This design comes from an exercise in tuning for small area, a short achievable clock period and few clock cycles per item on the open sky130 flow, not from production work. At most, simulation tests tie the RTL to the original design; equivalence was not proved.

Setup of the previous run:
// ydl_angle_engine
module ydl_angle_engine (
    input  wire        clk,
    input  wire        rst,
    input  wire        hdr_valid,
    output wire        hdr_ready,
    input  wire [15:0] hdr_start_code,
    input  wire [15:0] hdr_end_code,
    input  wire [7:0]  hdr_count,
    input  wire [13:0] hdr_dist_first,
    input  wire [13:0] hdr_dist_last,
    input  wire        smp_valid,
    output wire        smp_ready,
    input  wire [23:0] smp_raw,
    output wire        out_valid,
    input  wire        out_ready,
    output reg  [15:0] out_angle,
    output reg  [13:0] out_dist,
    output reg  [9:0]  out_intensity,
    output reg         out_last
);
For scale: roughly 6,000 cells after synthesis, roughly 1,000 flip-flops, ~140 I/O pins.
==> flow/config.mk <==
export PLATFORM = sky130hd
export DESIGN_NAME = ydl_angle_engine
export DESIGN_NICKNAME = ydl_angle_engine
export VERILOG_FILES = /design/flow/design.v
export SDC_FILE = /design/flow/constraint.sdc
export NUM_CORES = 4
export LEC_CHECK = 0
export ABC_AREA = 1
export CAP_MARGIN = 20
export CORE_MARGIN = 2
export CORE_UTILIZATION = 40
export SLEW_MARGIN = 20
==> flow/constraint.sdc <==
create_clock -name core_clock -period 12.0 [get_ports {clk}]
set_input_delay 2.4000 -clock core_clock [delete_from_list [all_inputs] [get_ports {clk}]]
set_output_delay 2.4000 -clock core_clock [all_outputs]
set_load 0.01 [all_outputs]
run.sh (not shown) runs the stock make flow with config.mk's settings and CLKGATE_MAP_FILE= SYNTH_SCRIPT=/design/flow/synth_recipe.tcl, a recipe that flattens the netlist after the stock synthesis.
Testbench counts of the previous run, summed over its fixed seeds: cycles 60,086, items 56,574.
--- input diff the previous run..the current run ---
--- a/flow/design.v
+++ b/flow/design.v
@@ -707,24 +707,23 @@
     reg        sk_last;
     wire       en = ~skid_v;
     assign out_valid = out_v;
     reg  [2:0]  w_st;
     reg  [3:0]  w_cnt;
     reg  [7:0]  w_dv;               
-    reg  [9:0]  w_dv3;              
     reg         w_nb, w_nd;         
     reg  [20:0] w_f;                
-    reg  [27:0] w_q;                
-    reg  [7:0]  w_r;
+    reg  [26:0] w_q;                
+    reg  [9:0]  w_r;
     reg         p_v, p_conv;
     reg  [20:0] p_f;
     reg  [7:0]  p_n;
-    reg  [27:0] p_step;
+    reg  [26:0] p_step;
     reg         e_act, e_conv;
     reg  [7:0]  e_rem;
-    reg  [27:0] e_acc, e_step;
+    reg  [26:0] e_acc, e_step;
     reg         hdr_rdy_q, smp_rdy_q;   
     wire        w_bub = w_nb & ((w_st == W_S0) | (w_st == W_S1));
     assign hdr_ready = hdr_rdy_q;       
     assign smp_ready = smp_rdy_q;       
     wire        hdr_take = hdr_valid & hdr_ready;
     wire        smp_take = smp_valid & smp_ready;
@@ -774,13 +773,13 @@
             end else begin
                 r0_b    <= 1'b0;
                 r0_last <= e_last;
                 r0_conv <= e_conv;
                 r0_d    <= smp_raw[23:10];
                 r0_int  <= smp_raw[9:0];
-                r0_z    <= e_acc[27:7];
+                r0_z    <= e_acc[26:6];
             end
         end
     end
     wire        x_v;
     wire [25:0] x_pay;
     wire [20:0] x_z;
@@ -840,24 +839,19 @@
             sk_angle <= x_ang;
             sk_dist  <= x_d;
             sk_int   <= x_int;
             sk_last  <= x_last;
         end
     end
-    wire [9:0]  r4a = {w_r, w_q[27:26]};
-    wire [10:0] a1  = {1'b0, r4a} - {3'b0, w_dv};
-    wire [10:0] a2  = {1'b0, r4a} - {2'b0, w_dv, 1'b0};
-    wire [10:0] a3  = {1'b0, r4a} - {1'b0, w_dv3};
-    wire [1:0]  qa  = ~a3[10] ? 2'd3 : ~a2[10] ? 2'd2 : ~a1[10] ? 2'd1 : 2'd0;
-    wire [7:0]  ra  = ~a3[10] ? a3[7:0] : ~a2[10] ? a2[7:0] : ~a1[10] ? a1[7:0] : r4a[7:0];
-    wire [9:0]  r4b = {ra, w_q[25:24]};
-    wire [10:0] b1  = {1'b0, r4b} - {3'b0, w_dv};
-    wire [10:0] b2  = {1'b0, r4b} - {2'b0, w_dv, 1'b0};
-    wire [10:0] b3  = {1'b0, r4b} - {1'b0, w_dv3};
-    wire [1:0]  qb  = ~b3[10] ? 2'd3 : ~b2[10] ? 2'd2 : ~b1[10] ? 2'd1 : 2'd0;
-    wire [7:0]  rb  = ~b3[10] ? b3[7:0] : ~b2[10] ? b2[7:0] : ~b1[10] ? b1[7:0] : r4b[7:0];
+    wire [9:0]  dvx = {2'b0, w_dv};
+    wire [9:0]  r2a = {w_r[8:0], w_q[26]};
+    wire [9:0]  ra  = w_r[9] ? r2a + dvx : r2a - dvx;
+    wire [9:0]  r2b = {ra[8:0], w_q[25]};
+    wire [9:0]  rb  = ra[9] ? r2b + dvx : r2b - dvx;
+    wire [9:0]  r2c = {rb[8:0], w_q[24]};
+    wire [9:0]  rc  = rb[9] ? r2c + dvx : r2c - dvx;
     wire        xb_en = en & x_v & x_b;
     wire [20:0] span = x_z - w_f;
     always @(posedge clk) begin
         if (rst)
             w_st <= W_IDLE;
         else
@@ -868,26 +862,25 @@
             W_IDLE: if (hdr_valid) begin
                 w_dv <= hdr_count - 8'd1;
                 w_nb <= (hdr_count > 8'd1);
                 w_nd <= (hdr_count > 8'd2);
             end
             W_WT: begin
-                w_dv3 <= {2'b0, w_dv} + {1'b0, w_dv, 1'b0};
                 if (xb_en) begin
                     if (~x_last)
                         w_f <= x_z;
                     else begin
-                        w_q   <= {span, 7'd0};
-                        w_r   <= 8'd0;
+                        w_q   <= {span, 6'd0};
+                        w_r   <= 10'd0;
                         w_cnt <= 4'd0;
                     end
                 end
             end
             W_DIV: begin
-                w_q   <= {w_q[23:0], qa, qb};
-                w_r   <= rb;
+                w_q   <= {w_q[23:0], ~w_r[9], ~ra[9], ~rb[9]};
+                w_r   <= rc;
                 w_cnt <= w_cnt + 4'd1;
             end
             default: ;
         endcase
     end
     reg  [2:0] w_st_n;
@@ -895,13 +888,13 @@
         w_st_n = w_st;
         case (w_st)
             W_IDLE: if (hdr_valid) w_st_n = W_S0;
             W_S0:   if (~w_nb) w_st_n = W_DONE; else if (en) w_st_n = W_S1;
             W_S1:   if (en) w_st_n = W_WT;
             W_WT:   if (xb_en & x_last) w_st_n = w_nd ? W_DIV : W_DONE;
-            W_DIV:  if (w_cnt == 4'd6) w_st_n = W_DONE;
+            W_DIV:  if (w_cnt == 4'd8) w_st_n = W_DONE;
             W_DONE: if (hdr_take) w_st_n = W_IDLE;
             default: w_st_n = W_IDLE;
         endcase
     end
     wire w_nb_n   = (w_st == W_IDLE & hdr_valid) ? (hdr_count > 8'd1) : w_nb;
     wire w_bub_n  = w_nb_n & ((w_st_n == W_S0) | (w_st_n == W_S1));
@@ -927,13 +920,13 @@
     end
     always @(posedge clk) begin
         if (hdr_take) begin
             p_conv <= ~w_nb;
             p_f    <= w_nb ? w_f : {6'd0, hdr_start_code[15:1]};
             p_n    <= hdr_count;
-            p_step <= w_q;
+            p_step <= w_nd ? {w_q[25:0], 1'b1} : w_q;
         end
     end
     always @(posedge clk) begin
         if (rst)
             e_act <= 1'b0;
         else if (p_to_e)
@@ -942,13 +935,13 @@
             e_act <= 1'b0;
     end
     always @(posedge clk) begin
         if (p_to_e) begin
             e_conv <= p_conv;
             e_rem  <= p_n;
-            e_acc  <= {p_f, 7'd0};
+            e_acc  <= {p_f, 6'd0};
             e_step <= p_step;
         end else if (smp_take) begin
             e_rem  <= e_rem - 8'd1;
             e_acc  <= e_acc + e_step;
         end
     end
--- outcome ---
- Result: PASS for each of the previous run and the current run
- Summary of the comparison: tightest hold margin is lower in the current run, relative to the previous run.
- For the first-pass iteration count of the detailed router, the current run came in 1 lower than the previous run did.
- Delta (the current run minus the previous run): via count went up; final worst clock skew went up; area growth from synthesis to layout did not really move.
- The current run vs. the previous run: aggregate global-route resource usage rose by 0.75 points.
Function not checked in the current run: the RTL went through the layout flow alone.

* * *

ydl_angle_engine, a different RTL version from the one above (not shown whole).
Size: ~140 I/O pins, ~58000 µm² of cells after synthesis.
make LEC_CHECK=0 ABC_AREA=1 CAP_MARGIN=20 CORE_MARGIN=2 CORE_UTILIZATION=40 SLEW_MARGIN=20 finish   # period 12.0 ns
Next try:
--- a/flow/design.v
+++ b/flow/design.v
@@ -719,21 +719,21 @@
     assign out_valid = out_v;
     reg  [2:0]  w_st;
     reg  [3:0]  w_cnt;
     reg  [7:0]  w_dv;               
     reg         w_nb, w_nd;         
     reg  [20:0] w_f;                
-    reg  [27:0] w_q;                
-    reg  [7:0]  w_r;
+    reg  [26:0] w_q;                
+    reg  [9:0]  w_r;
     reg         p_v, p_conv;
     reg  [20:0] p_f;
     reg  [7:0]  p_n;
-    reg  [27:0] p_step;
+    reg  [26:0] p_step;
     reg         e_act, e_conv;
     reg  [7:0]  e_rem;
-    reg  [27:0] e_acc, e_step;
+    reg  [26:0] e_acc, e_step;
     reg         hdr_rdy_q, smp_rdy_q;   
     wire        w_bub = w_nb & ((w_st == W_S0) | (w_st == W_S1));
     assign hdr_ready = hdr_rdy_q;       
     assign smp_ready = smp_rdy_q;       
     wire        hdr_take = hdr_valid & hdr_ready;
     wire        smp_take = smp_valid & smp_ready;
@@ -796,13 +796,13 @@
             end else begin
                 r0_b    <= 1'b0;
                 r0_last <= e_last;
                 r0_conv <= e_conv;
                 r0_d    <= smp_raw[23:10];
                 r0_int  <= smp_raw[9:0];
-                r0_z    <= e_acc[27:7];
+                r0_z    <= e_acc[26:6];
             end
         end
     end
     wire        x_v;
     wire [25:0] x_pay;
     wire [20:0] x_z;
@@ -864,20 +864,19 @@
             sk_angle <= x_ang;
             sk_dist  <= x_d;
             sk_int   <= x_int;
             sk_last  <= x_last;
         end
     end
-    wire [8:0]  r2a = {w_r, w_q[27]};
-    wire [9:0]  dfa = {1'b0, r2a} - {2'b0, w_dv};
-    wire        gea = ~dfa[9];
-    wire [7:0]  ra  = gea ? dfa[7:0] : r2a[7:0];
-    wire [8:0]  r2b = {ra, w_q[26]};
-    wire [9:0]  dfb = {1'b0, r2b} - {2'b0, w_dv};
-    wire        geb = ~dfb[9];
-    wire [7:0]  rb  = geb ? dfb[7:0] : r2b[7:0];
+    wire [9:0]  dvx = {2'b0, w_dv};
+    wire [9:0]  r2a = {w_r[8:0], w_q[26]};
+    wire [9:0]  ra  = w_r[9] ? r2a + dvx : r2a - dvx;
+    wire [9:0]  r2b = {ra[8:0], w_q[25]};
+    wire [9:0]  rb  = ra[9] ? r2b + dvx : r2b - dvx;
+    wire [9:0]  r2c = {rb[8:0], w_q[24]};
+    wire [9:0]  rc  = rb[9] ? r2c + dvx : r2c - dvx;
     wire        xb_en = en & x_v & x_b;
     wire [20:0] span = x_z - w_f;
     always @(posedge clk) begin
         if (rst)
             w_st <= W_IDLE;
         else
@@ -892,21 +891,21 @@
             end
             W_WT: begin
                 if (xb_en) begin
                     if (~x_last)
                         w_f <= x_z;
                     else begin
-                        w_q   <= {span, 7'd0};
-                        w_r   <= 8'd0;
+                        w_q   <= {span, 6'd0};
+                        w_r   <= 10'd0;
                         w_cnt <= 4'd0;
                     end
                 end
             end
             W_DIV: begin
-                w_q   <= {w_q[25:0], gea, geb};
-                w_r   <= rb;
+                w_q   <= {w_q[23:0], ~w_r[9], ~ra[9], ~rb[9]};
+                w_r   <= rc;
                 w_cnt <= w_cnt + 4'd1;
             end
             default: ;
         endcase
     end
     reg  [2:0] w_st_n;
@@ -914,13 +913,13 @@
         w_st_n = w_st;
         case (w_st)
             W_IDLE: if (hdr_valid) w_st_n = W_S0;
             W_S0:   if (~w_nb) w_st_n = W_DONE; else if (en) w_st_n = W_S1;
             W_S1:   if (en) w_st_n = W_WT;
             W_WT:   if (xb_en & x_last) w_st_n = w_nd ? W_DIV : W_DONE;
-            W_DIV:  if (w_cnt == 4'd13) w_st_n = W_DONE;
+            W_DIV:  if (w_cnt == 4'd8) w_st_n = W_DONE;
             W_DONE: if (hdr_take) w_st_n = W_IDLE;
             default: w_st_n = W_IDLE;
         endcase
     end
     wire w_nb_n   = (w_st == W_IDLE & hdr_valid) ? (hdr_count > 8'd1) : w_nb;
     wire w_bub_n  = w_nb_n & ((w_st_n == W_S0) | (w_st_n == W_S1));
@@ -946,13 +945,13 @@
     end
     always @(posedge clk) begin
         if (hdr_take) begin
             p_conv <= ~w_nb;
             p_f    <= w_nb ? w_f : {6'd0, hdr_start_code[15:1]};
             p_n    <= hdr_count;
-            p_step <= w_q;
+            p_step <= w_nd ? {w_q[25:0], 1'b1} : w_q;
         end
     end
     always @(posedge clk) begin
         if (rst)
             e_act <= 1'b0;
         else if (p_to_e)
@@ -961,13 +960,13 @@
             e_act <= 1'b0;
     end
     always @(posedge clk) begin
         if (p_to_e) begin
             e_conv <= p_conv;
             e_rem  <= p_n;
-            e_acc  <= {p_f, 7'd0};
+            e_acc  <= {p_f, 6'd0};
             e_step <= p_step;
         end else if (smp_take) begin
             e_rem  <= e_rem - 8'd1;
             e_acc  <= e_acc + e_step;
         end
     end
Result: Area after synthesis climbs by 1.7%. Global-route usage climbs by 0.36 points. Setup slack loses 1.4 ns. Maximum frequency drops by 21%. Final cell count climbs by 2.9%.
No functional check of the RTL was part of any run of this note.

* * *

ydl_angle_engine, a different RTL version from the one above (not shown whole).
Size: about 940 flip-flops, ~0.058 mm² of cells after synthesis.
==> module ydl_angle_engine, before the edit <==
module ydl_angle_engine (
    input  wire        clk,
    input  wire        rst,
    input  wire        hdr_valid,
    output wire        hdr_ready,
    input  wire [15:0] hdr_start_code,
    input  wire [15:0] hdr_end_code,
    input  wire [7:0]  hdr_count,
    input  wire [13:0] hdr_dist_first,
    input  wire [13:0] hdr_dist_last,
    input  wire        smp_valid,
    output wire        smp_ready,
    input  wire [23:0] smp_raw,
    output wire        out_valid,
    input  wire        out_ready,
    output reg  [15:0] out_angle,
    output reg  [13:0] out_dist,
    output reg  [9:0]  out_intensity,
    output reg         out_last
);
    localparam [2:0] W_IDLE = 3'd0,   
                     W_S0   = 3'd1,   
                     W_S1   = 3'd2,   
                     W_WT   = 3'd3,   
                     W_DIV  = 3'd4,   
                     W_DONE = 3'd5;   
    reg        out_v, skid_v;
    reg [15:0] sk_angle;
    reg [13:0] sk_dist;
    reg [9:0]  sk_int;
    reg        sk_last;
    wire       en = ~skid_v;
    assign out_valid = out_v;
    reg  [2:0]  w_st;
    reg  [3:0]  w_cnt;
    reg  [7:0]  w_dv;               
    reg         w_nb, w_nd;         
    reg  [20:0] w_f;                
    reg  [26:0] w_q;                
    reg  [7:0]  w_r;
    reg         p_v, p_conv;
    reg  [20:0] p_f;
    reg  [7:0]  p_n;
    reg  [26:0] p_step;
    reg         e_act, e_conv;
    reg  [7:0]  e_rem;
    reg  [26:0] e_acc, e_step;
    wire        w_bub = w_nb & ((w_st == W_S0) | (w_st == W_S1));
    assign hdr_ready = (w_st == W_DONE) & ~p_v;
    assign smp_ready = en & e_act & ~w_bub;
    wire        hdr_take = hdr_valid & hdr_ready;
    wire        smp_take = smp_valid & smp_ready;
    wire        e_last = (e_rem == 8'd1);
    wire        p_to_e = p_v & (~e_act | (smp_take & e_last));
    reg         r0_v, r0_b, r0_last, r0_conv;
    reg  [13:0] r0_d;
    reg  [9:0]  r0_int;
    reg  [20:0] r0_z;
    always @(posedge clk) begin
        if (rst)
            r0_v <= 1'b0;
        else if (en)
            r0_v <= w_bub | smp_take;
    end
    always @(posedge clk) begin
        if (en) begin
            if (w_bub) begin
                r0_b    <= 1'b1;
                r0_last <= (w_st == W_S1);
                r0_conv <= 1'b1;
                r0_d    <= (w_st == W_S0) ? hdr_dist_first : hdr_dist_last;
                r0_z    <= {6'd0, (w_st == W_S0) ? hdr_start_code[15:1] : hdr_end_code[15:1]};
                r0_int  <= 10'd0;
            end else begin
                r0_b    <= 1'b0;
                r0_last <= e_last;
                r0_conv <= e_conv;
                r0_d    <= smp_raw[23:10];
                r0_int  <= smp_raw[9:0];
                r0_z    <= e_acc[26:6];
            end
        end
    end
    wire        x_v;
    wire [25:0] x_pay;
    wire [20:0] x_z;
    wire [15:0] x_ang;
    ydl_corr_cordic u_corr (
        .clk    (clk),
        .rst    (rst),
        .en     (en),
        .in_v   (r0_v),
        .in_pay ({r0_b, r0_last, r0_int, r0_d}),
        .in_d   (r0_d),
        .in_z   (r0_z),
        .in_conv(r0_conv),
        .out_v  (x_v),
        .out_pay(x_pay),
        .out_z  (x_z),
        .out_ang(x_ang)
    );
    wire        x_b    = x_pay[25];
    wire        x_last = x_pay[24];
    wire [9:0]  x_int  = x_pay[23:14];
    wire [13:0] x_d    = x_pay[13:0];
    wire        res_v  = x_v & ~x_b;
    always @(posedge clk) begin
        if (rst) begin
            out_v  <= 1'b0;
            skid_v <= 1'b0;
        end else if (skid_v) begin
            if (out_ready)
                skid_v <= 1'b0;
        end else if (~out_v | out_ready) begin
            out_v <= res_v;
        end else if (res_v) begin
            skid_v <= 1'b1;
        end
    end
    always @(posedge clk) begin
        if (skid_v) begin
            if (out_ready) begin
                out_angle     <= sk_angle;
                out_dist      <= sk_dist;
                out_intensity <= sk_int;
                out_last      <= sk_last;
            end
        end else if (~out_v | out_ready) begin
            if (res_v) begin
                out_angle     <= x_ang;
                out_dist      <= x_d;
                out_intensity <= x_int;
                out_last      <= x_last;
            end
        end else if (res_v) begin
            sk_angle <= x_ang;
            sk_dist  <= x_d;
            sk_int   <= x_int;
            sk_last  <= x_last;
        end
    end
    wire [8:0]  r2a = {w_r, w_q[26]};
    wire [9:0]  dfa = {1'b0, r2a} - {2'b0, w_dv};
    wire        gea = ~dfa[9];
    wire [7:0]  ra  = gea ? dfa[7:0] : r2a[7:0];
    wire [8:0]  r2b = {ra, w_q[25]};
    wire [9:0]  dfb = {1'b0, r2b} - {2'b0, w_dv};
    wire        geb = ~dfb[9];
    wire [7:0]  rb  = geb ? dfb[7:0] : r2b[7:0];
    wire [8:0]  r2c = {rb, w_q[24]};
    wire [9:0]  dfc = {1'b0, r2c} - {2'b0, w_dv};
    wire        gec = ~dfc[9];
    wire [7:0]  rc  = gec ? dfc[7:0] : r2c[7:0];
    wire        xb_en = en & x_v & x_b;
    wire [20:0] span = x_z - w_f;
    always @(posedge clk) begin
        if (rst) begin
            w_st <= W_IDLE;
        end else begin
            case (w_st)
                W_IDLE: if (hdr_valid) begin
                    w_dv <= hdr_count - 8'd1;
                    w_nb <= (hdr_count > 8'd1);
                    w_nd <= (hdr_count > 8'd2);
                    w_st <= W_S0;
                end
                W_S0: begin
                    if (~w_nb)
                        w_st <= W_DONE;
                    else if (en)
                        w_st <= W_S1;
                end
                W_S1: if (en) w_st <= W_WT;
                W_WT: if (xb_en) begin
                    if (~x_last)
                        w_f <= x_z;
                    else begin
                        w_q   <= {span, 6'd0};
                        w_r   <= 8'd0;
                        w_cnt <= 4'd0;
                        w_st  <= w_nd ? W_DIV : W_DONE;
                    end
                end
                W_DIV: begin
                    w_q   <= {w_q[23:0], gea, geb, gec};
                    w_r   <= rc;
                    w_cnt <= w_cnt + 4'd1;
                    if (w_cnt == 4'd8)
                        w_st <= W_DONE;
                end
                W_DONE: if (hdr_valid & ~p_v) w_st <= W_IDLE;
                default: w_st <= W_IDLE;
            endcase
        end
    end
    always @(posedge clk) begin
        if (rst)
            p_v <= 1'b0;
        else if (hdr_take)
            p_v <= 1'b1;
        else if (p_to_e)
            p_v <= 1'b0;
    end
    always @(posedge clk) begin
        if (hdr_take) begin
            p_conv <= ~w_nb;
            p_f    <= w_nb ? w_f : {6'd0, hdr_start_code[15:1]};
            p_n    <= hdr_count;
            p_step <= w_q;
        end
    end
    always @(posedge clk) begin
        if (rst)
            e_act <= 1'b0;
        else if (p_to_e)
            e_act <= 1'b1;
        else if (smp_take & e_last)
            e_act <= 1'b0;
    end
    always @(posedge clk) begin
        if (p_to_e) begin
            e_conv <= p_conv;
            e_rem  <= p_n;
            e_acc  <= {p_f, 6'd0};
            e_step <= p_step;
        end else if (smp_take) begin
            e_rem  <= e_rem - 8'd1;
            e_acc  <= e_acc + e_step;
        end
    end
endmodule
Settings: LEC_CHECK=0, ABC_AREA=1, CAP_MARGIN=20, CORE_MARGIN=2, CORE_UTILIZATION=40, SLEW_MARGIN=20; clock period 12.0 ns.
The first run completed without violations.
Edit:
--- a/flow/design.v
+++ b/flow/design.v
@@ -725,23 +725,24 @@
     reg        sk_last;
     wire       en = ~skid_v;
     assign out_valid = out_v;
     reg  [2:0]  w_st;
     reg  [3:0]  w_cnt;
     reg  [7:0]  w_dv;               
+    reg  [9:0]  w_dv3;              
     reg         w_nb, w_nd;         
     reg  [20:0] w_f;                
-    reg  [26:0] w_q;                
+    reg  [27:0] w_q;                
     reg  [7:0]  w_r;
     reg         p_v, p_conv;
     reg  [20:0] p_f;
     reg  [7:0]  p_n;
-    reg  [26:0] p_step;
+    reg  [27:0] p_step;
     reg         e_act, e_conv;
     reg  [7:0]  e_rem;
-    reg  [26:0] e_acc, e_step;
+    reg  [27:0] e_acc, e_step;
     wire        w_bub = w_nb & ((w_st == W_S0) | (w_st == W_S1));
     assign hdr_ready = (w_st == W_DONE) & ~p_v;
     assign smp_ready = en & e_act & ~w_bub;
     wire        hdr_take = hdr_valid & hdr_ready;
     wire        smp_take = smp_valid & smp_ready;
     wire        e_last = (e_rem == 8'd1);
@@ -768,13 +769,13 @@
             end else begin
                 r0_b    <= 1'b0;
                 r0_last <= e_last;
                 r0_conv <= e_conv;
                 r0_d    <= smp_raw[23:10];
                 r0_int  <= smp_raw[9:0];
-                r0_z    <= e_acc[26:6];
+                r0_z    <= e_acc[27:7];
             end
         end
     end
     wire        x_v;
     wire [25:0] x_pay;
     wire [20:0] x_z;
@@ -830,24 +831,24 @@
             sk_angle <= x_ang;
             sk_dist  <= x_d;
             sk_int   <= x_int;
             sk_last  <= x_last;
         end
     end
-    wire [8:0]  r2a = {w_r, w_q[26]};
-    wire [9:0]  dfa = {1'b0, r2a} - {2'b0, w_dv};
-    wire        gea = ~dfa[9];
-    wire [7:0]  ra  = gea ? dfa[7:0] : r2a[7:0];
-    wire [8:0]  r2b = {ra, w_q[25]};
-    wire [9:0]  dfb = {1'b0, r2b} - {2'b0, w_dv};
-    wire        geb = ~dfb[9];
-    wire [7:0]  rb  = geb ? dfb[7:0] : r2b[7:0];
-    wire [8:0]  r2c = {rb, w_q[24]};
-    wire [9:0]  dfc = {1'b0, r2c} - {2'b0, w_dv};
-    wire        gec = ~dfc[9];
-    wire [7:0]  rc  = gec ? dfc[7:0] : r2c[7:0];
+    wire [9:0]  r4a = {w_r, w_q[27:26]};
+    wire [10:0] a1  = {1'b0, r4a} - {3'b0, w_dv};
+    wire [10:0] a2  = {1'b0, r4a} - {2'b0, w_dv, 1'b0};
+    wire [10:0] a3  = {1'b0, r4a} - {1'b0, w_dv3};
+    wire [1:0]  qa  = ~a3[10] ? 2'd3 : ~a2[10] ? 2'd2 : ~a1[10] ? 2'd1 : 2'd0;
+    wire [7:0]  ra  = ~a3[10] ? a3[7:0] : ~a2[10] ? a2[7:0] : ~a1[10] ? a1[7:0] : r4a[7:0];
+    wire [9:0]  r4b = {ra, w_q[25:24]};
+    wire [10:0] b1  = {1'b0, r4b} - {3'b0, w_dv};
+    wire [10:0] b2  = {1'b0, r4b} - {2'b0, w_dv, 1'b0};
+    wire [10:0] b3  = {1'b0, r4b} - {1'b0, w_dv3};
+    wire [1:0]  qb  = ~b3[10] ? 2'd3 : ~b2[10] ? 2'd2 : ~b1[10] ? 2'd1 : 2'd0;
+    wire [7:0]  rb  = ~b3[10] ? b3[7:0] : ~b2[10] ? b2[7:0] : ~b1[10] ? b1[7:0] : r4b[7:0];
     wire        xb_en = en & x_v & x_b;
     wire [20:0] span = x_z - w_f;
     always @(posedge clk) begin
         if (rst) begin
             w_st <= W_IDLE;
         end else begin
@@ -862,27 +863,30 @@
                     if (~w_nb)
                         w_st <= W_DONE;
                     else if (en)
                         w_st <= W_S1;
                 end
                 W_S1: if (en) w_st <= W_WT;
-                W_WT: if (xb_en) begin
+                W_WT: begin
+                    w_dv3 <= {2'b0, w_dv} + {1'b0, w_dv, 1'b0};
+                    if (xb_en) begin
                     if (~x_last)
                         w_f <= x_z;
                     else begin
-                        w_q   <= {span, 6'd0};
+                        w_q   <= {span, 7'd0};
                         w_r   <= 8'd0;
                         w_cnt <= 4'd0;
                         w_st  <= w_nd ? W_DIV : W_DONE;
                     end
+                    end
                 end
                 W_DIV: begin
-                    w_q   <= {w_q[23:0], gea, geb, gec};
-                    w_r   <= rc;
+                    w_q   <= {w_q[23:0], qa, qb};
+                    w_r   <= rb;
                     w_cnt <= w_cnt + 4'd1;
-                    if (w_cnt == 4'd8)
+                    if (w_cnt == 4'd6)
                         w_st <= W_DONE;
                 end
                 W_DONE: if (hdr_valid & ~p_v) w_st <= W_IDLE;
                 default: w_st <= W_IDLE;
             endcase
         end
@@ -912,13 +916,13 @@
             e_act <= 1'b0;
     end
     always @(posedge clk) begin
         if (p_to_e) begin
             e_conv <= p_conv;
             e_rem  <= p_n;
-            e_acc  <= {p_f, 6'd0};
+            e_acc  <= {p_f, 7'd0};
             e_step <= p_step;
         end else if (smp_take) begin
             e_rem  <= e_rem - 8'd1;
             e_acc  <= e_acc + e_step;
         end
     end
Design area went up by 3.6%.
Setup slack gets better by 0.27 ns.
Wire length went up by 5.6%.
Core utilization went down by 0.17 points.
Non-clock buffer count went up by 3.
Hold slack gets worse by 0.010 ns.
Maximum frequency went up by 5.0%.
Die area went up by 3.6%.
Cell count went up by 5.3%.
Testbench counts after the change, summed over its fixed seeds: cycles 60,086, items 56,574.
Only the layout flow was run in the first run of this note; the RTL was not checked for function there.

-- port drivers added, routing unchanged --
The flow's constraints put no driver on any port. The routed layouts listed below were extracted and timed again, unchanged, in two steps.
Step 1, drivers: a clkbuf_16 drives clk and a buf_2 each remaining input, both assumed.
Step 2, shift: input delay + t, output delay - t, t = (earliest + latest rising clock arrival at the registers) / 2. This alone moves slack from input paths to output paths.
Slacks: no drivers / after step 1 / after step 2; pairs: no drivers / after step 1.
run	t (ns)	setup WS [ns]	hold slack, ns
the previous run	0.782	6.699 / 6.699 / 5.977	0.400 / 0.400 / 0.400
the current run	0.771	4.662 / 4.662 / 4.662	0.383 / 0.383 / 0.383
the first run of note 2	0.780	6.491 / 6.491 / 6.141	0.403 / 0.403 / 0.403
the second run of note 2	0.774	5.050 / 5.050 / 5.050	0.397 / 0.397 / 0.397
the first run of note 3	0.798	6.255 / 6.255 / 6.255	0.383 / 0.383 / 0.383
the second run of note 3	0.783	6.526 / 6.454 / 6.526	0.373 / 0.373 / 0.373
After both steps setup and hold are still met in every run listed. For the previous run, which loses most, drivers alone change the setup slack by 0.000 ns; drivers and shift together by -0.722 ns.
